This design comes from an exercise in tuning for small area, a short achievable clock period and few clock cycles per item on the open sky130 flow, not from production work. Only simulation tests tie the RTL to the original design; equivalence was not proved. Power is estimated from default activity; no workload was simulated.

## config.mk

```make
export PLATFORM = sky130hd
export DESIGN_NAME = ppc_decode
export DESIGN_NICKNAME = ppc_decode
export VERILOG_FILES = /design/flow/design.v
export SDC_FILE = /design/flow/constraint.sdc
export NUM_CORES = 4
export LEC_CHECK = 0
export CAP_MARGIN = 20
export CORE_MARGIN = 2
export CORE_UTILIZATION = 40
export CTS_CLUSTER_DIAMETER = 80
export CTS_CLUSTER_SIZE = 24
export PLACE_DENSITY = 0.6
export SLEW_MARGIN = 20
export TNS_END_PERCENT = 10
```

## constraint.sdc

```tcl
create_clock -name core_clock -period 10.0 [get_ports {clk}]
set_input_delay 2.0000 -clock core_clock [delete_from_list [all_inputs] [get_ports {clk}]]
set_output_delay 2.0000 -clock core_clock [all_outputs]
set_load 0.01 [all_outputs]
```

## design.v

```verilog
module ppc_decode (
    input  wire         clk,
    input  wire         rst,         
    input  wire         wr_en,
    input  wire [7:0]   wr_addr,
    input  wire [31:0]  wr_data,
    output wire         busy,
    output wire [11:0]  status,
    output wire [31:0]  bits,
    output wire [127:0] fval,
    output wire [9:0]   cmdf
);
    localparam [3:0] R_NONE = 4'd0, R_OK = 4'd1, R_LEN = 4'd2,
                     R_BADDESC = 4'd7, R_BADCMD = 4'd8;
    integer i;
    reg        lock;
    reg [6:0]  rxlen;
    reg [6:0]  d_rawlen;
    reg [5:0]  d_bitlen;
    reg        d_order;
    reg        d_half;
    reg [7:0]  d_sentinel;
    reg        d_st_en;
    reg        d_st_w2;
    reg [5:0]  d_st_pos;
    reg [15:0] d_sab  [0:3];     
    reg        f_en   [0:3];
    reg        f_kind [0:3];
    reg [5:0]  f_start[0:3];
    reg [5:0]  f_end  [0:3];
    reg        e_valid[0:7];
    reg [1:0]  e_field[0:7];
    reg [31:0] e_value[0:7];
    reg [31:0] e_pat  [0:7];
    reg [7:0]  raw    [0:63];
    reg        t_len;            
    reg        t_f  [0:3];       
    reg        t_st;             
    reg        t_e  [0:7];       
    reg [3:0]  res_code;
    reg        res_wenum;
    reg        res_ovalid;
    reg [31:0] bits_r;
    reg [31:0] fval_r [0:3];
    reg [3:0]  present_r;
    reg        sa_r, sb_r;
    reg        busy_r;
    reg        go;               
    reg        ok_r;             
    reg        baddesc_r;        
    reg [31:0] ext_r;            
    reg [3:0]  rem;              
    reg        va_r;             
    reg        hz_r;             
    reg        gohz;             
    reg        a_rev, a_kind, a_en;
    reg [1:0]  a_f;
    reg [4:0]  a_sh, a_wm1;
    reg        vb;
    reg [31:0] y_r;
    reg [4:0]  b_wm1;
    reg        b_num, b_enum;
    reg [3:0]  b_we;
    reg        vc;
    reg [7:0]  m_r;
    reg [31:0] num_r;
    reg        c_enum;
    reg [3:0]  c_we;
    reg [3:0]  st_ab_r;
    assign busy = busy_r;
    reg        cfg_a, cfg_b;     
    wire       cfg_ok = cfg_a & cfg_b;
    function sample;
        input [7:0] m;
        input [7:0] s;
        begin
            sample = ((d_half ? s : m) == d_sentinel);
        end
    endfunction
    function rawlen_ok;
        input [6:0] r;
        begin
            rawlen_ok = !r[0] && r >= 7'd4 && r <= 7'd64;
        end
    endfunction
    wire        wr_nr = wr_en && !busy_r;
    wire        wr    = wr_nr && !rst;
    wire        dwr   = wr_nr && !lock;
    wire [31:0] wd  = rst ? 32'd0 : wr_data;
    wire w_rawlen = dwr && wr_addr == 8'h10;
    wire w_bitlen = dwr && wr_addr == 8'h11;
    wire w_state  = dwr && wr_addr == 8'h1B;
    reg  [3:0] w_fctl;
    reg  [7:0] w_ectl;
    always @(*) begin
        for (i = 0; i < 4; i = i + 1) w_fctl[i] = dwr && wr_addr == 8'h20 + 4 * i;
        for (i = 0; i < 8; i = i + 1) w_ectl[i] = dwr && wr_addr == 8'h30 + 4 * i;
    end
    reg [3:0] ek;                
    always @(*)
        for (i = 0; i < 4; i = i + 1) ek[i] = f_en[i] & f_kind[i];
    always @(posedge clk) begin
        if (rst || w_rawlen) d_rawlen <= wd[6:0];
        if (rst || w_bitlen) d_bitlen <= wd[5:0];
        if (rst || (dwr && wr_addr == 8'h15)) begin d_order <= wd[0]; d_half <= wd[1]; end
        if (rst || (dwr && wr_addr == 8'h16)) d_sentinel <= wd[7:0];
        if (rst || w_state) begin
            d_st_en  <= wd[0];
            d_st_w2  <= wd[1];
            d_st_pos <= wd[13:8];
        end
        for (i = 0; i < 4; i = i + 1) begin
            if (rst || (dwr && wr_addr == 8'h1C + i)) d_sab[i] <= wd[15:0];
            if (rst || w_fctl[i]) begin
                f_en[i]    <= wd[0];
                f_kind[i]  <= wd[1];
                f_start[i] <= wd[13:8];
                f_end[i]   <= wd[21:16];
            end
        end
        for (i = 0; i < 8; i = i + 1) begin
            if (rst || w_ectl[i]) begin
                e_valid[i] <= wd[0];
                e_field[i] <= wd[3:2];
            end
            if (rst || (dwr && wr_addr == 8'h31 + 4 * i)) e_value[i] <= wd;
            if (rst || (dwr && wr_addr == 8'h32 + 4 * i)) e_pat[i]   <= wd;
        end
        if (rst || (wr_nr && wr_addr == 8'h03)) rxlen <= wd[6:0];
        if (rst) lock <= 1'b0;
        else if (wr_nr && wr_addr == 8'h02 && wr_data[0]) lock <= 1'b1;
        for (i = 0; i < 64; i = i + 1)
            if (wr && wr_addr == 8'h80 + i) raw[i] <= wr_data[7:0];
    end
    reg  [5:0] bitlen_m1;        
    reg  [6:0] st_end;           
    reg  [3:0] f_order;          
    always @(posedge clk) begin
        if (rst || w_bitlen) bitlen_m1 <= wd[5:0] - 6'd1;
        if (rst || w_state)  st_end    <= {1'b0, wd[13:8]} + {6'd0, wd[1]};
        for (i = 0; i < 4; i = i + 1)
            if (rst || w_fctl[i]) f_order[i] <= wd[13:8] <= wd[21:16];
    end
    reg       t_len_n, t_st_n;
    reg [3:0] t_f_n;
    reg [7:0] t_e_n;
    always @(*) begin
        t_len_n = t_len;
        if (w_rawlen)
            t_len_n = rawlen_ok(wr_data[6:0]) && d_bitlen <= wr_data[6:1];
        else if (w_bitlen)
            t_len_n = rawlen_ok(d_rawlen) && wr_data[5:0] <= d_rawlen[6:1];
        for (i = 0; i < 4; i = i + 1) begin
            t_f_n[i] = t_f[i];
            if (w_fctl[i])
                t_f_n[i] = !wr_data[0] ||
                           (wr_data[13:8] <= wr_data[21:16] && wr_data[21:16] < d_bitlen);
            else if (w_bitlen)
                t_f_n[i] = !f_en[i] || (f_order[i] && f_end[i] < wr_data[5:0]);
        end
        t_st_n = t_st;
        if (w_state)
            t_st_n = !wr_data[0] ||
                     (wr_data[13:8] < d_bitlen && (!wr_data[1] || wr_data[13:8] < bitlen_m1));
        else if (w_bitlen)
            t_st_n = !d_st_en || st_end < {1'b0, wr_data[5:0]};
        for (i = 0; i < 8; i = i + 1) begin
            t_e_n[i] = t_e[i];
            if (w_ectl[i])
                t_e_n[i] = !wr_data[0] || ek[wr_data[3:2]];
            else if (w_fctl[e_field[i]])
                t_e_n[i] = !e_valid[i] || (wr_data[0] && wr_data[1]);
        end
    end
    always @(posedge clk) begin
        if (rst) begin
            t_len  <= 1'b0;
            t_st   <= 1'b1;
            cfg_a  <= 1'b0;
            cfg_b  <= 1'b1;
            for (i = 0; i < 4; i = i + 1) t_f[i] <= 1'b1;
            for (i = 0; i < 8; i = i + 1) t_e[i] <= 1'b1;
        end else begin
            t_len  <= t_len_n;
            t_st   <= t_st_n;
            cfg_a  <= t_len_n && t_st_n && (&t_f_n);
            cfg_b  <= &t_e_n;
            for (i = 0; i < 4; i = i + 1) t_f[i] <= t_f_n[i];
            for (i = 0; i < 8; i = i + 1) t_e[i] <= t_e_n[i];
        end
    end
    always @(posedge clk) begin
        for (i = 0; i < 32; i = i + 1)
            ext_r[i] <= (i < d_bitlen) && sample(raw[2 * i], raw[2 * i + 1]);
        ok_r      <= lock && cfg_ok && (rxlen == d_rawlen);
        baddesc_r <= !(lock && cfg_ok);
        st_ab_r   <= {sample(d_sab[3][7:0], d_sab[3][15:8]), sample(d_sab[2][7:0], d_sab[2][15:8]),
                      sample(d_sab[1][7:0], d_sab[1][15:8]), sample(d_sab[0][7:0], d_sab[0][15:8])};
    end
    wire [3:0] fen_v  = {f_en[3], f_en[2], f_en[1], f_en[0]};
    wire [3:0] src0   = (fen_v == 4'd0) ? 4'b0001 : fen_v;
    wire [3:0] pk0    = src0 & (~src0 + 4'd1);
    wire [3:0] pk1    = rem & (~rem + 4'd1);
    reg  [1:0] pf0, pf1;
    always @(*) begin
        case (pk0)
            4'b0010: pf0 = 2'd1;
            4'b0100: pf0 = 2'd2;
            4'b1000: pf0 = 2'd3;
            default: pf0 = 2'd0;
        endcase
        case (pk1)
            4'b0010: pf1 = 2'd1;
            4'b0100: pf1 = 2'd2;
            4'b1000: pf1 = 2'd3;
            default: pf1 = 2'd0;
        endcase
    end
    wire [4:0] s0 = f_start[pf0][4:0], e0 = f_end[pf0][4:0];
    wire [4:0] s1 = f_start[pf1][4:0], e1 = f_end[pf1][4:0];
    wire       rev0 = !d_order && !f_kind[pf0];
    wire       rev1 = !d_order && !f_kind[pf1];
    wire [16:0] ctl0 = {pf0, f_en[pf0], f_kind[pf0], rev0, rev0 ? ~e0 : s0, e0 - s0};
    wire [16:0] ctl1 = {pf1, f_en[pf1], f_kind[pf1], rev1, rev1 ? ~e1 : s1, e1 - s1};
    reg [31:0] vin;
    always @(*)
        for (i = 0; i < 32; i = i + 1)
            vin[i] = a_rev ? ext_r[31 - i] : ext_r[i];
    wire [31:0] y = vin >> a_sh;
    reg [31:0] mask;
    always @(*)
        for (i = 0; i < 32; i = i + 1)
            mask[i] = (i <= b_wm1);
    reg [7:0] m;
    always @(*)
        for (i = 0; i < 8; i = i + 1)
            m[i] = e_valid[i] && b_we[e_field[i]] && (((e_pat[i] ^ y_r) & mask) == 32'd0);
    reg [31:0] evsel;
    reg        found;
    always @(*) begin
        evsel = 32'd0;
        found = 1'b0;
        for (i = 0; i < 8; i = i + 1) begin
            if (m_r[i] && !found) evsel = e_value[i];
            found = found | m_r[i];
        end
    end
    wire [31:0] fres = evsel | num_r;
    wire [63:0] st_v  = {32'd0, bits_r} >> d_st_pos;
    wire [1:0]  st_x  = st_v[1:0];
    wire        st_is_a = d_st_w2 ? (st_x == st_ab_r[1:0]) : (st_x[0] == st_ab_r[0]);
    wire        st_is_b = d_st_w2 ? (st_x == st_ab_r[3:2]) : (st_x[0] == st_ab_r[2]);
    wire cmd_wr  = wr_nr && wr_addr == 8'h00;
    wire go_n    = cmd_wr && wr_data == 32'd1;
    wire spec_n  = go_n && !hz_r;           
    wire kill    = go && !ok_r;             
    wire rld     = go && gohz;              
    wire sa_v    = busy_r && va_r && (!go || ok_r);
    wire adv     = (busy_r && !rld) || (wr_en && wr_addr == 8'h00);
    wire va_n    = busy_r ? (rld ? ok_r : (sa_v && (rem != 4'd0))) : (spec_n && (rem != 4'd0));
    wire vb_n    = busy_r ? sa_v : spec_n;
    wire vb_eff  = vb && !kill;
    always @(posedge clk) begin
        if (rst) begin
            busy_r     <= 1'b0;
            go         <= 1'b0;
            gohz       <= 1'b0;
            hz_r       <= 1'b1;
            va_r       <= 1'b0;
            vb         <= 1'b0;
            vc         <= 1'b0;
            res_code   <= R_NONE;
            res_wenum  <= 1'b0;
            res_ovalid <= 1'b0;
        end else begin
            go     <= go_n;
            gohz   <= go_n && hz_r;
            hz_r   <= wr_nr && !(wr_addr == 8'h02 || wr_addr == 8'h03);
            va_r   <= va_n;
            vb     <= vb_n;
            vc     <= vb_eff;
            busy_r <= go_n || va_n || vb_n || vb_eff;
            if (cmd_wr && wr_data != 32'd0 && wr_data != 32'd1) begin
                res_code   <= R_BADCMD;
                res_wenum  <= 1'b0;
                res_ovalid <= 1'b0;
            end
            if (go) begin
                res_wenum <= 1'b0;
                if (baddesc_r) begin
                    res_code   <= R_BADDESC;
                    res_ovalid <= 1'b0;
                end else if (!ok_r) begin
                    res_code   <= R_LEN;
                    res_ovalid <= 1'b0;
                end else begin
                    res_code   <= R_OK;
                    res_ovalid <= 1'b1;
                end
            end else if (vc && c_enum && !found) begin
                res_wenum <= 1'b1;
            end
        end
    end
    always @(posedge clk) begin
        if (!busy_r || sa_v || rld) begin
            rem <= adv ? (rem & ~pk1) : (src0 & ~pk0);
            {a_f, a_en, a_kind, a_rev, a_sh, a_wm1} <= adv ? ctl1 : ctl0;
        end
        y_r    <= y;
        b_wm1  <= a_wm1;
        b_num  <= a_en && !a_kind;
        b_enum <= a_en && a_kind;
        for (i = 0; i < 4; i = i + 1)
            b_we[i] <= a_en && (a_f == i);
        for (i = 0; i < 8; i = i + 1) m_r[i] <= vb_eff && m[i];
        num_r  <= (vb_eff && b_num) ? (y_r & mask) : 32'd0;
        c_enum <= vb_eff && b_enum;
        c_we   <= vb_eff ? b_we : 4'd0;
        sa_r <= d_st_en && st_is_a;
        sb_r <= d_st_en && !st_is_a && st_is_b;
        if (go) begin
            bits_r <= ext_r;
        end
        for (i = 0; i < 4; i = i + 1)
            if (go || c_we[i]) begin
                fval_r[i]    <= fres;
                present_r[i] <= !go && (!c_enum || found);
            end
    end
    assign status = {lock, cfg_ok, res_ovalid, res_wenum, 4'hF, res_code};
    assign bits   = bits_r;
    assign fval   = {fval_r[3], fval_r[2], fval_r[1], fval_r[0]};
    assign cmdf   = {sb_r, sa_r, 4'd0, present_r};
endmodule
```

## flow/run.sh

```bash
#!/bin/bash
# Standard ORFS layout (the standard.sh), with the timing repair steps
# asked to leave a larger setup margin so that they size the design for a
# shorter period than the 10 ns clock requires. Constraints are unchanged.
set -euo pipefail
export SETUP_SLACK_MARGIN=${SETUP_MARGIN_NS:-7}
bash standard.sh > orfs_make.log 2>&1
```

## standard.sh

```bash
#!/bin/bash
# synth_recipe.tcl (not shown) runs the flow's synth.tcl, then flattens the netlist and writes it again
# the make line also repeats each setting of config.mk as NAME=value (left out here)
make -C /OpenROAD-flow-scripts/flow DESIGN_CONFIG=/design/flow/config.mk WORK_HOME=/design/flow/orfs CLKGATE_MAP_FILE= SYNTH_SCRIPT=/design/flow/synth_recipe.tcl "${@:-finish}"
```

==> Flow_metrics.wiki, run 1 <==
{| class="wikitable"
! Metric !! Value
|-
| Run status || complete, no violations
|-
| Fraction of the mapped netlist area in simple logic gates || 6.34%
|-
| Gr usage total || 22.9%
|-
| Tightest Pin Transition || roughly 1.3 ns
|-
| Clock transition at path regs || approximately 0.090 ns
|-
| Stage delay of the slowest cell on the critical path || 0.36 ns
|-
| Net load switching power || 4030 uW
|-
| Pwr/cell area || between 150 and 200 nW/um2
|-
| Leakage component of the power || 0.0273 uW
|-
| Number of slew-limit violations in the final report || 0
|-
| Largest net degree at the start of global routing || 67
|-
| Number of clock buffers inserted by TritonCTS || 85
|-
| Synth Instances || 4415
|-
| Setup WS post-layout || about 6.6 ns
|-
| Compound-Gate Fraction of Synth Area || 6.23%
|-
| Dominant combinational cell family by area after synthesis || XOR/XNOR gates
|-
| Synthesized flop and latch total || 1559
|-
| RSZ-0062 raised after global routing || true
|-
| Total congestion overflow || 0
|-
| Latest clock arrival within the worst-skew pair || ~0.74 ns
|-
| Total Nets Final || 4927
|-
| Maximum fanout along the worst path || 2
|-
| Clock Power Share || about 28%
|-
| Most frequent cell after synthesis || edfxtp_1
|-
| Number of top-level pins || 226
|-
| Final hold violation count || 0
|-
| Number of DRC markers in iteration 0 || 4942
|-
| Classification of the worst-slack hold path || reg2reg
|-
| CP Buf/Inv Count || 1
|-
| Via count normalized by instance count || 5.71
|-
| Adder-cell area share of the yosys netlist || under 10%
|-
| Sum of routed wire length over all layers || 201000 um
|-
| Time the final worst path needs with I/O delays and setup || between 3 and 4 ns
|-
| Summed instance area of the synthesized netlist || 65800 um2
|-
| Core Area || 163000 um2
|-
| Count of standard-cell rows || roughly 150
|-
| Worst Setup Start Kind || flop
|-
| Cell breakdown of the critical path || dlygate4sd2_1
|-
| Clock root cell || clkbuf_16
|-
| Via count of the first global-routing pass || 38000
|-
| Fin Clk Skew || 0.0588 ns
|-
| Max Clock Freq || 296 MHz
|-
| Filler cell count || 14000
|-
| CTS tree || built
|-
| Worst setup path class || reg2out
|-
| Total DRC errors in the routed layout || 0
|-
| Hold Worst Slack || 0.349 ns
|-
| Fraction of power consumed by combinational cells || 17.7%
|-
| Number of search-and-repair iterations in the first detailed-routing pass || 5
|-
| CP max stage cell || dfxtp_4
|-
| Top_reg_cell synth || edfxtp_1
|-
| Number of distinct library cells after synthesis || approximately 80
|-
| First-pass GRT wire length || 277000 um
|-
| Design internal power || 10100 uW
|-
| Sum of net half-perimeters after detailed placement || 123000 um
|-
| EDFF count, synth || 1401
|-
| Relative contribution of sequential cells to total power || 53.9%
|-
| Final RePlAce weighted congestion || roughly 0.91
|-
| Delay-heaviest family, CP || flip-flops
|-
| Final critical-path share of the clock period || between 30% and 40%
|-
| Number of nets with antenna violations after routing || 0
|-
| Vias after detailed routing || about 40000
|-
| Dpl cells || 6682
|-
| Fraction of synthesized cell area taken by the top area cell type || a little under two thirds
|-
| Kind of end point of the critical path || primary output
|-
| Syn. warnings || 14
|-
| Switching portion of total power || 28.6%
|-
| H-tree levels || 3
|-
| Post-synthesis async set-or-reset flop share || 0%
|-
| Tightest slew margin relative to the limit || 15.2%
|-
| Number of port buffers || 217
|-
| Total area of multi-input combinational cells || 21000 um2
|-
| Combined flip-flop and latch cell area || roughly 45000 um2
|-
| Synthesized area per cell || 14.9 um2
|-
| Total Negative Setup Slacks || 0 ns
|-
| Number of setup violations in the final report || 0
|-
| Number of hold-repair buffers added at the cts stage || 0
|-
| Sequential area share after synthesis || 68.8%
|-
| Commonest cells in the netlist || edfxtp_1, mux2i_1, xnor2_1
|-
| Clock tree sinks || 1559
|-
| XOR/XNOR share of the synthesized area || 7.78%
|-
| Synth area leader || edfxtp_1
|-
| Setup WS pre-CTS || 4.07 ns
|-
| CP Data Arrival Time || between 1 and 1.5 ns
|-
| Max-cap check violation count || 0
|-
| Fraction of synthesized area in multiplexers || 7.37%
|-
| Die width || 410 um
|-
| VDD IR-drop max || 0.186 mV
|-
| Starting density of the core || about two fifths
|-
| Fraction of final layout cells with drive strength greater than 1 || 19.1%
|-
| Cell types occupying the most area after synthesis || edfxtp_1, mux2i_1, dfxtp_1, xnor2_1, xor2_1
|-
| Total power consumption of the routed design || ~14000 uW
|-
| Number of standard cells in the final layout excluding fillers || 7055
|-
| Avg WL per Cell || 28.5 um
|-
| Longest Clk Path Bufs || 3
|-
| Area overhead of the layout relative to synthesis || 17.8%
|-
| Number of antenna violations at the first check in global routing || 28
|-
| Worst EP required || 8.00 ns
|-
| Die area || 168000 um2
|-
| Vertical die dimension || ~410 um
|}
-- cell families (layout without fill, tap and decap cells) --
kind of cell	Yosys count	after routing
flip-flops	1559	1559
AND/OR/NAND/NOR	860	865
AO/OA/AOI/OAI	609	612
XOR/XNOR	584	584
multiplexers	411	411
buffers and inverters	313	759
adder cells (fa/ha/maj)	77	77
other	2	13
-- final cells by class --
| class | count | share of cell area (%) |
|---|---|---|
| diodes | 5 | 0.0161 |
| clock buffers | 124 | 3.10 |
| clock inverters | 31 | 0.528 |
| inverters | 65 | 0.394 |
| multi-input cells | 2557 | 27.1 |
| flip-flops and latches | 1559 | 58.4 |
| well taps | 2175 | 3.51 |
| repair buffers | 538 | 6.97 |
| repair inverters | 1 | 0.0113 |
-- sequential cells by signal, summed over array words and instances, names as in the netlist, 16 cells and up --
name,cells
ext_r,32
e_field,16
e_pat,256
d_sab,64
num_r,32
y_r,32
fval_r,128
f_start,20
f_end,24
e_value,256
bits_r,32
raw,512
-- cell usage in the layout, fill, tap and decap left out, drive strengths merged, types with 67 or more instances in the layout --
master / count
dfxtp: 158
clkbuf: 188
nor2: 261
mux2i: 339
ha: 75
buf: 357
o22ai: 103
inv: 67
nand2: 244
clkdlybuf4s15: 78
xor2: 284
xnor2: 300
edfxtp: 1401
o21ai: 138
a21oi: 118
-- timing repair --
action                                  CTS  global route
buffers inserted                         90            89
endpoints found under the hold margin     0             0
cloned                                   16            18
pin swaps                                54            46
gates resized for setup                 693           363
setup endpoints to repair              1948          1712
-- metal layers --
metal	vias to the layer above	global-route usage [%]	wire length (um)
met5	-	0	71
met4	10	7.26	6710
met3	361	4.55	18900
met2	2095	35.7	91800
met1	20400	32.2	83200
li1	17400	-	-
-- power by group through the flow --
stage | Sequential, uW | Combinational (uW) | Clock [uW]
5_1_grt | 7630 | 2610 | 4270
3_5_place_dp | 7760 | 2190 | 0
2_1_floorplan | 7630 | 1420 | 0
3_3_place_gp | 7750 | 2170 | 0
6_report | 7600 | 2500 | 4000
4_1_cts | 7610 | 2310 | 4060
-- path summary, 6_finish.rpt --
| path | from | to | slack [ns] | cells past startpoint |
|---|---|---|---|---|
| max | busy_r$_SDFF_PP0_ | busy | 6.63 | 1 |
| min | a_wm1[0]$_DFFE_PP_ | b_wm1[0]$_DFF_P_ | 0.35 | 0 |
| max reg2reg | d_st_pos[0]$_DFFE_PP_ | sa_r$_DFF_P_ | 6.72 | 8 |
| min reg2reg | a_wm1[0]$_DFFE_PP_ | b_wm1[0]$_DFF_P_ | 0.35 | 0 |
-- stage by stage --
step / cell area (um2) / util [%]
floorplan: 66100 / -
global placement: 70800 / 43.5
detailed placement: 70900 / 43.5
CTS: 75900 / 46.6
global route: 77500 / 47.6
finish: 77500 / 47.6
Testbench counts, summed over its fixed seeds: cycles 21,268, decodes 384.
==> run 2, diff against run 1 <==
--- a/design.v
+++ b/design.v
@@ -58,2 +58,3 @@
     reg [4:0]  a_sh, a_wm1;
+    reg [7:0]  a_cand;
     reg        vb;
@@ -61,13 +62,8 @@
     reg [4:0]  b_wm1;
+    reg [7:0]  b_cand;
     reg        b_num, b_enum;
     reg [3:0]  b_we;
-    reg        vc;
-    reg [7:0]  m_r;
-    reg [31:0] num_r;
-    reg        c_enum;
-    reg [3:0]  c_we;
     reg [3:0]  st_ab_r;
     assign busy = busy_r;
-    reg        cfg_a, cfg_b;     
-    wire       cfg_ok = cfg_a & cfg_b;
+    reg        cfg_ok;           
     function sample;
@@ -134,11 +130,2 @@
     end
-    reg  [5:0] bitlen_m1;        
-    reg  [6:0] st_end;           
-    reg  [3:0] f_order;          
-    always @(posedge clk) begin
-        if (rst || w_bitlen) bitlen_m1 <= wd[5:0] - 6'd1;
-        if (rst || w_state)  st_end    <= {1'b0, wd[13:8]} + {6'd0, wd[1]};
-        for (i = 0; i < 4; i = i + 1)
-            if (rst || w_fctl[i]) f_order[i] <= wd[13:8] <= wd[21:16];
-    end
     reg       t_len_n, t_st_n;
@@ -158,3 +145,4 @@
             else if (w_bitlen)
-                t_f_n[i] = !f_en[i] || (f_order[i] && f_end[i] < wr_data[5:0]);
+                t_f_n[i] = !f_en[i] ||
+                           (f_start[i] <= f_end[i] && f_end[i] < wr_data[5:0]);
         end
@@ -163,5 +151,6 @@
             t_st_n = !wr_data[0] ||
-                     (wr_data[13:8] < d_bitlen && (!wr_data[1] || wr_data[13:8] < bitlen_m1));
+                     ({1'b0, wr_data[13:8]} + {6'd0, wr_data[1]} < {1'b0, d_bitlen});
         else if (w_bitlen)
-            t_st_n = !d_st_en || st_end < {1'b0, wr_data[5:0]};
+            t_st_n = !d_st_en ||
+                     ({1'b0, d_st_pos} + {6'd0, d_st_w2} < {1'b0, wr_data[5:0]});
         for (i = 0; i < 8; i = i + 1) begin
@@ -178,4 +167,3 @@
             t_st   <= 1'b1;
-            cfg_a  <= 1'b0;
-            cfg_b  <= 1'b1;
+            cfg_ok <= 1'b0;
             for (i = 0; i < 4; i = i + 1) t_f[i] <= 1'b1;
@@ -185,4 +173,3 @@
             t_st   <= t_st_n;
-            cfg_a  <= t_len_n && t_st_n && (&t_f_n);
-            cfg_b  <= &t_e_n;
+            cfg_ok <= t_len_n && t_st_n && (&t_f_n) && (&t_e_n);
             for (i = 0; i < 4; i = i + 1) t_f[i] <= t_f_n[i];
@@ -222,4 +209,10 @@
     wire       rev1 = !d_order && !f_kind[pf1];
-    wire [16:0] ctl0 = {pf0, f_en[pf0], f_kind[pf0], rev0, rev0 ? ~e0 : s0, e0 - s0};
-    wire [16:0] ctl1 = {pf1, f_en[pf1], f_kind[pf1], rev1, rev1 ? ~e1 : s1, e1 - s1};
+    reg  [7:0] cand0, cand1;
+    always @(*)
+        for (i = 0; i < 8; i = i + 1) begin
+            cand0[i] = e_valid[i] && (e_field[i] == pf0);
+            cand1[i] = e_valid[i] && (e_field[i] == pf1);
+        end
+    wire [24:0] ctl0 = {pf0, f_en[pf0], f_kind[pf0], rev0, rev0 ? ~e0 : s0, e0 - s0, cand0};
+    wire [24:0] ctl1 = {pf1, f_en[pf1], f_kind[pf1], rev1, rev1 ? ~e1 : s1, e1 - s1, cand1};
     reg [31:0] vin;
@@ -236,3 +229,3 @@
         for (i = 0; i < 8; i = i + 1)
-            m[i] = e_valid[i] && b_we[e_field[i]] && (((e_pat[i] ^ y_r) & mask) == 32'd0);
+            m[i] = vb_eff && b_cand[i] && (((e_pat[i] ^ y_r) & mask) == 32'd0);
     reg [31:0] evsel;
@@ -243,8 +236,8 @@
         for (i = 0; i < 8; i = i + 1) begin
-            if (m_r[i] && !found) evsel = e_value[i];
-            found = found | m_r[i];
+            if (m[i] && !found) evsel = e_value[i];
+            found = found | m[i];
         end
     end
-    wire [31:0] fres = evsel | num_r;
-    wire [63:0] st_v  = {32'd0, bits_r} >> d_st_pos;
+    wire [31:0] fres = evsel | (y_r & mask & {32{vb_eff && b_num}});
+    wire [63:0] st_v  = {32'd0, ext_r} >> d_st_pos;
     wire [1:0]  st_x  = st_v[1:0];
@@ -254,2 +247,3 @@
     wire go_n    = cmd_wr && wr_data == 32'd1;
+    wire badcmd_n = cmd_wr && wr_data != 32'd0 && wr_data != 32'd1;
     wire spec_n  = go_n && !hz_r;           
@@ -270,3 +264,2 @@
             vb         <= 1'b0;
-            vc         <= 1'b0;
             res_code   <= R_NONE;
@@ -280,5 +273,4 @@
             vb     <= vb_n;
-            vc     <= vb_eff;
-            busy_r <= go_n || va_n || vb_n || vb_eff;
-            if (cmd_wr && wr_data != 32'd0 && wr_data != 32'd1) begin
+            busy_r <= go_n || va_n || vb_n;
+            if (badcmd_n) begin
                 res_code   <= R_BADCMD;
@@ -288,3 +280,2 @@
             if (go) begin
-                res_wenum <= 1'b0;
                 if (baddesc_r) begin
@@ -299,5 +290,5 @@
                 end
-            end else if (vc && c_enum && !found) begin
-                res_wenum <= 1'b1;
             end
+            if (!badcmd_n)
+                res_wenum <= (res_wenum && !go) || (vb_eff && b_enum && !found);
         end
@@ -307,3 +298,3 @@
             rem <= adv ? (rem & ~pk1) : (src0 & ~pk0);
-            {a_f, a_en, a_kind, a_rev, a_sh, a_wm1} <= adv ? ctl1 : ctl0;
+            {a_f, a_en, a_kind, a_rev, a_sh, a_wm1, a_cand} <= adv ? ctl1 : ctl0;
         end
@@ -311,2 +302,3 @@
         b_wm1  <= a_wm1;
+        b_cand <= a_en ? a_cand : 8'd0;
         b_num  <= a_en && !a_kind;
@@ -315,15 +307,11 @@
             b_we[i] <= a_en && (a_f == i);
-        for (i = 0; i < 8; i = i + 1) m_r[i] <= vb_eff && m[i];
-        num_r  <= (vb_eff && b_num) ? (y_r & mask) : 32'd0;
-        c_enum <= vb_eff && b_enum;
-        c_we   <= vb_eff ? b_we : 4'd0;
-        sa_r <= d_st_en && st_is_a;
-        sb_r <= d_st_en && !st_is_a && st_is_b;
         if (go) begin
             bits_r <= ext_r;
+            sa_r   <= d_st_en && st_is_a;
+            sb_r   <= d_st_en && !st_is_a && st_is_b;
         end
         for (i = 0; i < 4; i = i + 1)
-            if (go || c_we[i]) begin
+            if ((!busy_r && !f_en[i]) || (vb_eff && b_we[i])) begin
                 fval_r[i]    <= fres;
-                present_r[i] <= !go && (!c_enum || found);
+                present_r[i] <= vb_eff && (!b_enum || found);
             end
--- a/config.mk
+++ b/config.mk
@@ -10,6 +10,3 @@
 export CORE_UTILIZATION = 40
-export CTS_CLUSTER_DIAMETER = 80
-export CTS_CLUSTER_SIZE = 24
 export PLACE_DENSITY = 0.6
 export SLEW_MARGIN = 20
-export TNS_END_PERCENT = 10
==> run 2 against run 1 <==
  * Still clean
  * Via count up 6.5%
  * Critical path depth rose by 11
  * Synthesized area grew 0.42%
  * Synthesized cell count is 3.7% higher
  * Sequential power about the same
  * Wire length up 6.3%
  * Cell area increased by 6.3%
  * Clock-buffer cell count up 85
  * Power rose by 18%
  * Fmax decreased by 7.3%
  * Sequential share of layout area fell by 4.5 points
  * Largest cell class unchanged
==> Flow_metrics.wiki, run 2 <==
{| class="wikitable"
! Metric !! Value
|-
| Largest net degree at the start of global routing || between 60 and 70
|-
| CP max stage cell || dfxtp_1
|-
| Top_reg_cell synth || edfxtp_1
|-
| Final RePlAce weighted congestion || 0.914
|-
| Via count normalized by instance count || between 5 and 6
|-
| Number of nets with antenna violations after routing || 0
|-
| Synth Instances || between 4000 and 5000
|-
| Reg with most FFs || raw
|-
| Worst setup path class || reg2reg
|-
| Number of setup violations in the final report || 0
|-
| Number of distinct library cells after synthesis || 90
|-
| Latest clock arrival within the worst-skew pair || roughly 0.83 ns
|-
| Stage delay of the slowest cell on the critical path || 0.79 ns
|-
| Count of standard-cell rows || 149
|-
| Run status || complete, no violations
|-
| Clock root cell || clkbuf_16
|-
| Relative contribution of sequential cells to total power || 45.6%
|-
| Max Clock Freq || 275 MHz
|-
| Gr usage total || between 20% and 30%
|-
| Leading cell types in the layout, fill and taps excluded || edfxtp_1, xor2_1, mux2i_1, xnor2_1, buf_4
|-
| Number of clock buffers inserted by TritonCTS || 161
|-
| Number of antenna violations at the first check in global routing || 14
|-
| Die area || ~170000 um2
|-
| Synthesized flop and latch total || 1515
|-
| Number of flip-flops under the largest register name || 512
|-
| Fraction of power consumed by combinational cells || 19.7%
|-
| Final hold violation count || 0
|-
| Number of search-and-repair iterations in the first detailed-routing pass || 6
|-
| Leading cell type in the layout, fill and taps excluded || edfxtp_1
|-
| Net load switching power || 4870 uW
|-
| Classification of the worst-slack hold path || reg2reg
|-
| Fin Clk Skew || approximately 0.054 ns
|-
| Setup WS pre-CTS || 4.61 ns
|-
| Worst EP required || 10.56 ns
|-
| Design internal power || 11800 uW
|-
| Delay-heaviest family, CP || compound AO/OA/AOI/OAI gates
|-
| Die width || 410 um
|-
| Number of top-level pins || between 200 and 250
|-
| Total congestion overflow || 0
|-
| Via count of the first global-routing pass || just over 40000
|-
| RSZ-0062 raised after global routing || true
|-
| First-pass GRT wire length || 295000 um
|-
| Time the final worst path needs with I/O delays and setup || 3.64 ns
|-
| Kind of end point of the critical path || flop
|-
| Max-cap check violation count || 0
|-
| Synthesized area per cell || around 14 um2
|-
| Sequential area share after synthesis || 67.1%
|-
| Number of standard cells in the final layout excluding fillers || 7405
|-
| Summed instance area of the synthesized netlist || 66000 um2
|-
| Maximum fanout along the worst path || 11
|-
| Longest Clk Path Bufs || 3
|-
| Commonest cells in the netlist || edfxtp_1, xor2_1, mux2i_1
|-
| Post-synthesis async set-or-reset flop share || 0%
|-
| Number of slew-limit violations in the final report || 0
|-
| Vias after detailed routing || 42900
|-
| Number of port buffers || 217
|-
| Tightest Pin Transition || 1.21 ns
|-
| Largest registers ranked by flip-flop count || raw x512, e_pat x256, e_value x256
|-
| Total DRC errors in the routed layout || 0
|-
| Fraction of final layout cells with drive strength greater than 1 || 27.2%
|-
| EDFF count, synth || roughly 1400
|-
| Clock tree sinks || 1515
|-
| Pwr/cell area || about 200 nW/um2
|-
| Final critical-path share of the clock period || 36.4%
|-
| Tightest slew margin relative to the limit || a little under a fifth
|-
| CP Buf/Inv Count || 3
|-
| CTS tree || built
|-
| Synth area leader || edfxtp_1
|-
| Fraction of synthesized cell area taken by the top area cell type || 63.6%
|-
| Leakage component of the power || 0.0299 uW
|-
| Switching portion of total power || between 20% and 30%
|-
| Syn. warnings || 14
|-
| Cell types occupying the most area after synthesis || edfxtp_1, mux2i_1, xor2_1, dfxtp_1, xnor2_1
|-
| Setup WS post-layout || 6.36 ns
|-
| Core Area || around 160000 um2
|-
| Sum of routed wire length over all layers || 213000 um
|-
| Cell breakdown of the critical path || xnor2_1, a21oi_1, a2111oi_4, nand4_1, buf_6, or3_4, nand4_4, nor2b_4, buf_12, a221oi_4, o211ai_1, buf_4
|-
| Vertical die dimension || approximately 410 um
|-
| Sum of net half-perimeters after detailed placement || 124000 um
|-
| Number of DRC markers in iteration 0 || 5122
|-
| Area overhead of the layout relative to synthesis || 24.7%
|-
| Starting density of the core || ~40%
|-
| Worst Setup Start Kind || flop
|-
| Total Negative Setup Slacks || 0 ns
|-
| Total Nets Final || 5215
|-
| H-tree levels || 4
|-
| Avg WL per Cell || about 29 um
|-
| Hold Worst Slack || 0.408 ns
|-
| Clock transition at path regs || 0.06 ns
|-
| Most frequent cell after synthesis || edfxtp_1
|-
| Clock Power Share || around a third
|-
| CP Data Arrival Time || roughly 4.2 ns
|-
| VDD IR-drop max || 0.172 mV
|-
| Dpl cells || 6812
|}
[run 2: cell types whose count changed after synthesis, sizes merged, moves of 25 or more]
cell     delta
a211oi     +33
and2       +26
dfxtp      -41
inv        +49
mux4       -26
nand2      -25
nand2b     +35
nand3      +34
o2111ai    -32
o21ai      -32
o221ai     +28
o22ai      -46
xnor2      -47
xor2       +70
[run 2: layout make-up]
| type | count | area, um2 |
|---|---|---|
| Antenna cell | 2 | 5.00 |
| Clock buffer | 209 | 4350 |
| Fill cell | 13700 | 82100 |
| Timing Repair Buffer | 583 | 5780 |
| Tap cell | 2189 | 2740 |
| Multi-Input combinational cell | 2709 | 23900 |
| Inverter | 111 | 455 |
| Sequential cell | 1515 | 44400 |
| Clock inverter | 87 | 801 |
[run 2: power by group through the flow]
stage	sequential (uW)	clock [uW]	combinational [uW]
2_1_floorplan	7520	0	1670
3_3_place_gp	7690	0	2390
3_5_place_dp	7700	0	2390
4_1_cts	7570	5860	2900
5_1_grt	7620	6110	3410
6_report	7610	5780	3290
[run 2: layer usage]
metal / track usage, % / up-vias / wire length [um] / part of all wire, %
met1: 34.7 / 21700 / 89600 / 42
met4: 7.43 / 4 / 7100 / 3.3
li1: - / 18300 / - / -
met2: 37.0 / 2443 / 95600 / 45
met5: 0 / - / 27 / 0.013
met3: 4.93 / 444 / 21100 / 9.9
[run 2: cell families after synthesis]
kind of cell	after synthesis	synth area share [%]
AOI/OAI and AO/OA	665	7.08
adders and majority gates	91	1.75
DFF	1515	67.1
buffers and inverters	377	2.40
muxes	402	6.70
xor gates and xnor gates	607	8.05
other	2	0.0114
and+or+nand+nor	919	6.90
[run 2: path summary, 6_finish.rpt]
path	startpoint	to	slack, ns	cells after the start
worst min-delay path	a_kind$_DFFE_PP_	b_num$_DFF_P_	0.41	1
worst max-delay path	y_r[13]$_DFF_P_	fval_r[2][21]$_DFFE_PP_	6.36	12
worst min register to register	a_kind$_DFFE_PP_	b_num$_DFF_P_	0.41	1
worst max register to register	y_r[13]$_DFF_P_	fval_r[2][21]$_DFFE_PP_	6.36	12
[run 2: timing repair]
action,CTS,global route
hold endpoints to repair,0,0
resized for setup,1202,207
hold buffers,0,0
setup endpoints to repair,2121,854
setup buffers,178,64
gates cloned,34,19
pin swaps,147,113
[run 2: metrics by stage]
stage	utilization [%]	power, uW	cell area [um2]
2_1_floorplan	-	9180	68000
3_3_place_gp	43.8	10100	72000
3_5_place_dp	43.8	10100	72100
4_1_cts	49.0	16300	80500
5_1_grt	50.1	17100	82400
6_report	50.1	16700	82400
[run 2: worst reg2reg max path, cell delays in order, from the launching register on]
cell and delay, ns:
dfxtp_1 0.79, xnor2_1 0.25, a21oi_1 0.21, a2111oi_4 0.36
nand4_1 0.20, buf_6 0.18, or3_4 0.39, nand4_4 0.16
nor2b_4 0.12, buf_12 0.17, a221oi_4 0.27, o211ai_1 0.15
buf_4 0.16
Testbench counts of run 2, summed over its fixed seeds: cycles 20,884, decodes 384.
==> run 3, diff against run 2 <==
--- a/design.v
+++ b/design.v
@@ -61,3 +61,4 @@
     reg [31:0] y_r;
-    reg [4:0]  b_wm1;
+    reg [31:0] b_mask;           
+    reg [31:0] yn_r;             
     reg [7:0]  b_cand;
@@ -130,2 +131,7 @@
     end
+    wire [5:0] bitlen_m1 = d_bitlen - 6'd1;           
+    wire [6:0] st_end    = {1'b0, d_st_pos} + {6'd0, d_st_w2};
+    reg  [3:0] f_order;                               
+    always @(*)
+        for (i = 0; i < 4; i = i + 1) f_order[i] = f_start[i] <= f_end[i];
     reg       t_len_n, t_st_n;
@@ -145,4 +151,3 @@
             else if (w_bitlen)
-                t_f_n[i] = !f_en[i] ||
-                           (f_start[i] <= f_end[i] && f_end[i] < wr_data[5:0]);
+                t_f_n[i] = !f_en[i] || (f_order[i] && f_end[i] < wr_data[5:0]);
         end
@@ -151,6 +156,5 @@
             t_st_n = !wr_data[0] ||
-                     ({1'b0, wr_data[13:8]} + {6'd0, wr_data[1]} < {1'b0, d_bitlen});
+                     (wr_data[13:8] < d_bitlen && (!wr_data[1] || wr_data[13:8] < bitlen_m1));
         else if (w_bitlen)
-            t_st_n = !d_st_en ||
-                     ({1'b0, d_st_pos} + {6'd0, d_st_w2} < {1'b0, wr_data[5:0]});
+            t_st_n = !d_st_en || st_end < {1'b0, wr_data[5:0]};
         for (i = 0; i < 8; i = i + 1) begin
@@ -222,6 +226,6 @@
     wire [31:0] y = vin >> a_sh;
-    reg [31:0] mask;
+    reg  [31:0] a_mask;
     always @(*)
         for (i = 0; i < 32; i = i + 1)
-            mask[i] = (i <= b_wm1);
+            a_mask[i] = (i <= a_wm1);
     reg [7:0] m;
@@ -229,3 +233,3 @@
         for (i = 0; i < 8; i = i + 1)
-            m[i] = vb_eff && b_cand[i] && (((e_pat[i] ^ y_r) & mask) == 32'd0);
+            m[i] = vb_eff && b_cand[i] && (((e_pat[i] ^ y_r) & b_mask) == 32'd0);
     reg [31:0] evsel;
@@ -240,3 +244,3 @@
     end
-    wire [31:0] fres = evsel | (y_r & mask & {32{vb_eff && b_num}});
+    wire [31:0] fres = evsel | (yn_r & {32{vb_eff && b_num}});
     wire [63:0] st_v  = {32'd0, ext_r} >> d_st_pos;
@@ -301,3 +305,4 @@
         y_r    <= y;
-        b_wm1  <= a_wm1;
+        b_mask <= a_mask;
+        yn_r   <= y & a_mask;
         b_cand <= a_en ? a_cand : 8'd0;
==> run 3 against run 2 <==
  * Sequential cell count grew 59
  * Synthesized area up 2.8%
  * Register-to-register slack gained 0.03 ns
  * Final cell count is 1.9% higher
  * Power down 2.2%
  * Highest routed layer unchanged
  * Synthesized cell count increased by 3.0%
  * Largest power group unchanged
  * Clock skew increased by 0.0056 ns
  * Fmax fell by 2.6%
  * First-iteration DRC count increased by 6.8%
  * Largest cell class unchanged
  * Hold slack improved by 0.067 ns
==> Flow_metrics.wiki, run 3 <==
{| class="wikitable"
! Metric !! Value
|-
| Run status || complete, no violations
|-
| Final critical-path share of the clock period || 37.4%
|-
| Total DRC errors in the routed layout || 0
|-
| Fraction of synthesized area in multiplexers || 7.18%
|-
| Maximum fanout along the worst path || 6
|-
| Classification of the worst-slack hold path || reg2reg
|-
| Grt met3 use || 4.57%
|-
| Via count of the first global-routing pass || 41500
|-
| Dominant combinational cell family by area after synthesis || XOR/XNOR gates
|-
| Sum of net half-perimeters after detailed placement || 134000 um
|-
| Number of distinct library cells after synthesis || 82
|-
| EDFF count, synth || approximately 1400
|-
| Number of DRC markers in iteration 0 || 5468
|-
| Longest Clk Path Bufs || 3
|-
| Time the final worst path needs with I/O delays and setup || 3.74 ns
|-
| Adder-cell area share of the yosys netlist || under 10%
|-
| Number of port buffers || 217
|-
| Max Clock Freq || 268 MHz
|-
| Synth area leader || edfxtp_1
|-
| Avg WL per Cell || 30.2 um
|-
| Met2 demand-to-capacity share in global routing || 41.0%
|-
| Area overhead of the layout relative to synthesis || 23.8%
|-
| Leading cell types in the layout, fill and taps excluded || edfxtp_1, xor2_1, mux2i_1, buf_4, clkbuf_16
|-
| Compound-Gate Fraction of Synth Area || between 6 and 7%
|-
| Kind of end point of the critical path || flop
|-
| Number of antenna violations at the first check in global routing || 28
|-
| Number of search-and-repair iterations in the first detailed-routing pass || 6
|-
| Number of flip-flops under the largest register name || 512
|-
| Total power consumption of the routed design || 16300 uW
|-
| Largest net degree at the start of global routing || 65
|-
| Vias after detailed routing || 43400
|-
| Pwr/cell area || 194 nW/um2
|-
| Latest clock arrival within the worst-skew pair || between 0.8 and 0.9 ns
|-
| Most frequent cell after synthesis || edfxtp_1
|-
| Tightest Pin Transition || 1.21 ns
|-
| Post-synthesis async set-or-reset flop share || 0%
|-
| Vertical die dimension || slightly above 400 um
|-
| Fraction of final layout cells with drive strength greater than 1 || 26.5%
|-
| Worst EP required || between 10 and 15 ns
|-
| Starting density of the core || between 40% and 50%
|-
| H-tree levels || 4
|-
| Gr usage total || 25.4%
|-
| Number of nets with antenna violations after routing || 0
|-
| Commonest cells in the netlist || edfxtp_1, xor2_1, mux2i_1
|-
| Met1 demand-to-capacity share in global routing || 34.5%
|-
| Summed instance area of the synthesized netlist || 67900 um2
|-
| Clock tree sinks || between 1500 and 2000
|-
| Fraction of the mapped netlist area in simple logic gates || 7.66%
|-
| Via count normalized by instance count || about 5.8
|-
| Number of setup violations in the final report || 0
|-
| Die width || 416 um
|-
| CP Data Arrival Time || 4.46 ns
|-
| Sum of routed wire length over all layers || around 230000 um
|-
| Placed cell areas || approximately 74000 um2
|-
| RSZ-0062 raised after global routing || true
|-
| Syn. warnings || 14
|-
| Fin Clk Skew || around 0.060 ns
|-
| Core Area || 169000 um2
|-
| Largest registers ranked by flip-flop count || raw x512, e_pat x256, e_value x256
|-
| First-pass GRT wire length || about 310000 um
|-
| Sequential area share after synthesis || 67.0%
|-
| Number of clock buffers inserted by TritonCTS || 167
|-
| Hold Worst Slack || roughly 0.48 ns
|-
| Grt peak-use layer || met2
|-
| Max-cap check violation count || 0
|-
| Synthesized flop and latch total || 1574
|-
| Worst setup path class || in2reg
|-
| Clock root cell || clkbuf_16
|-
| Number of top-level pins || 226
|-
| Final hold violation count || 0
|-
| Total Negative Setup Slacks || 0 ns
|-
| Cell types occupying the most area after synthesis || edfxtp_1, xor2_1, mux2i_1, dfxtp_1, xnor2_1
|-
| Total congestion overflow || 0
|-
| Die area || 173000 um2
|-
| Count of standard-cell rows || 151
|-
| CTS tree || built
|-
| Number of slew-limit violations in the final report || 0
|-
| Layout Cell Area excl Fill || 84000 um2
|-
| Total Nets Final || 5322
|-
| XOR/XNOR share of the synthesized area || 7.72%
|-
| Top_reg_cell synth || edfxtp_1
|-
| VDD IR-drop max || 0.194 mV
|-
| Tightest slew margin relative to the limit || a little under a fifth
|-
| Fraction of synthesized cell area taken by the top area cell type || 61.8%
|-
| Leading cell type in the layout, fill and taps excluded || edfxtp_1
|-
| Leakage component of the power || 0.0316 uW
|-
| Synth Instances || 4716
|-
| Worst Setup Start Kind || input pin
|-
| Synthesized area per cell || 14.4 um2
|-
| Reg with most FFs || raw
|-
| Final RePlAce weighted congestion || slightly above 0.9
|-
| Clock transition at path regs || 0.06 ns
|}
## run 3: cell types whose count changed in the layout (fill, tap and decap cells not counted), moves of 25 or more
cell	before	now
o22ai_1	51	16
nand4_1	63	89
nand3_1	72	114
a22oi_1	14	98
nand2_1	183	158
o211ai_1	34	9
dfxtp_1	92	121
a21oi_1	106	78
xor2_1	353	461
and2_1	34	78
xnor2_1	247	136
## run 3: final timing paths
path,to,from,cells past startpoint,slack [ns]
max,cfg_ok$_SDFF_PP0_,wr_addr[7],11,6.26
min,res_code[3]$_SDFFE_PP0P_,res_code[3]$_SDFFE_PP0P_,2,0.48
max reg2reg,fval_r[1][18]$_DFFE_PP_,y_r[27]$_DFF_P_,10,6.39
min reg2reg,res_code[3]$_SDFFE_PP0P_,res_code[3]$_SDFFE_PP0P_,2,0.48
## run 3: logic make-up after synthesis
family,Yosys count
DFF,1574
other,2
AOI/OAI and AO/OA,600
xor gates and xnor gates,598
and+or+nand+nor,1040
muxes,424
buffers and inverters,381
adders and majority gates,97
## run 3: cell type report
type                    instances  area (um2)
diodes                          4        10.0
clock buffers                 224        4550
clock inverters                87         862
fillers                     14300       84900
inverters                      83         368
multi-input cells            2786       24100
flip-flops and latches       1574       45600
well taps                    2218        2780
repair buffers                567        5700
repair inverters                3        22.5
## run 3: repair_timing
action / in CTS / in global routing
gates resized for setup: 1291 / 224
hold buffers: 0 / 0
buffers inserted: 175 / 58
gates cloned: 40 / 13
endpoints found under the setup margin: 1954 / 1020
pin swaps: 123 / 123
## run 3: metal layers
layer / part of all wire (%) / wire, um / vias to the layer above
met2: 48 / 108000 / 2219
met3: 9.2 / 20900 / 393
met5: 0.021 / 48 / -
met1: 40 / 90300 / 22200
met4: 3.6 / 8290 / 8
li1: - / - / 18600
## run 3: per-stage QoR
stage	util (%)	setup slack, ns	instances
finish	49.8	6.26	7546
global route	49.7	6.24	7542
CTS	48.8	6.47	7471
detailed placement	43.5	4.23	6945
global placement	43.5	4.29	6943
floorplan	-	5.82	4723
## run 3: where the power goes
group	internal [uW]	switching, uW
registers	7580	522
logic	803	1320
clock network	3400	2690
## run 3: worst max-delay path: stages
cell and delay [ns]:
buf_12 0.10, nor4b_4 0.27, buf_6 0.18, nand4_1 0.24, buf_4 0.23, mux4_2 0.46, mux2i_1 0.13, mux2i_1 0.23
nand3_2 0.11, a211o_1 0.26, nor4b_2 0.25
Testbench counts of run 3, summed over its fixed seeds: cycles 20,884, decodes 384.

## port drivers added, routing unchanged
No port has a modelled driver above. Below, the same layouts with a new extraction and two added sets of constraints. Step 1 assumes that a clkbuf_16 drives the clock port and a buf_2 every other input. Step 2 also shifts input and output timing later by t, the mid clock arrival at the registers, as if the neighbouring blocks saw the same clock. Slacks: ideal ports / drivers / drivers and shift; pairs: ideal ports / drivers.
| run | shift t [ns] | setup WS [ns] | hold slack, ns | worst setup path at the end |
|---|---|---|---|---|
| run 1 | 0.800 | 6.626 / 6.543 / 5.829 | 0.349 / 0.349 / 0.349 | input to register |
| run 2 | 0.885 | 6.359 / 6.359 / 5.651 | 0.408 / 0.408 / 0.408 | input to register |
| run 3 | 0.895 | 6.262 / 6.298 / 5.403 | 0.476 / 0.476 / 0.476 | input to register |
After both steps setup and hold are still met in every run listed. The setup slack of run 3, which loses most, moves by +0.036 ns with the drivers and by -0.859 ns with both steps.
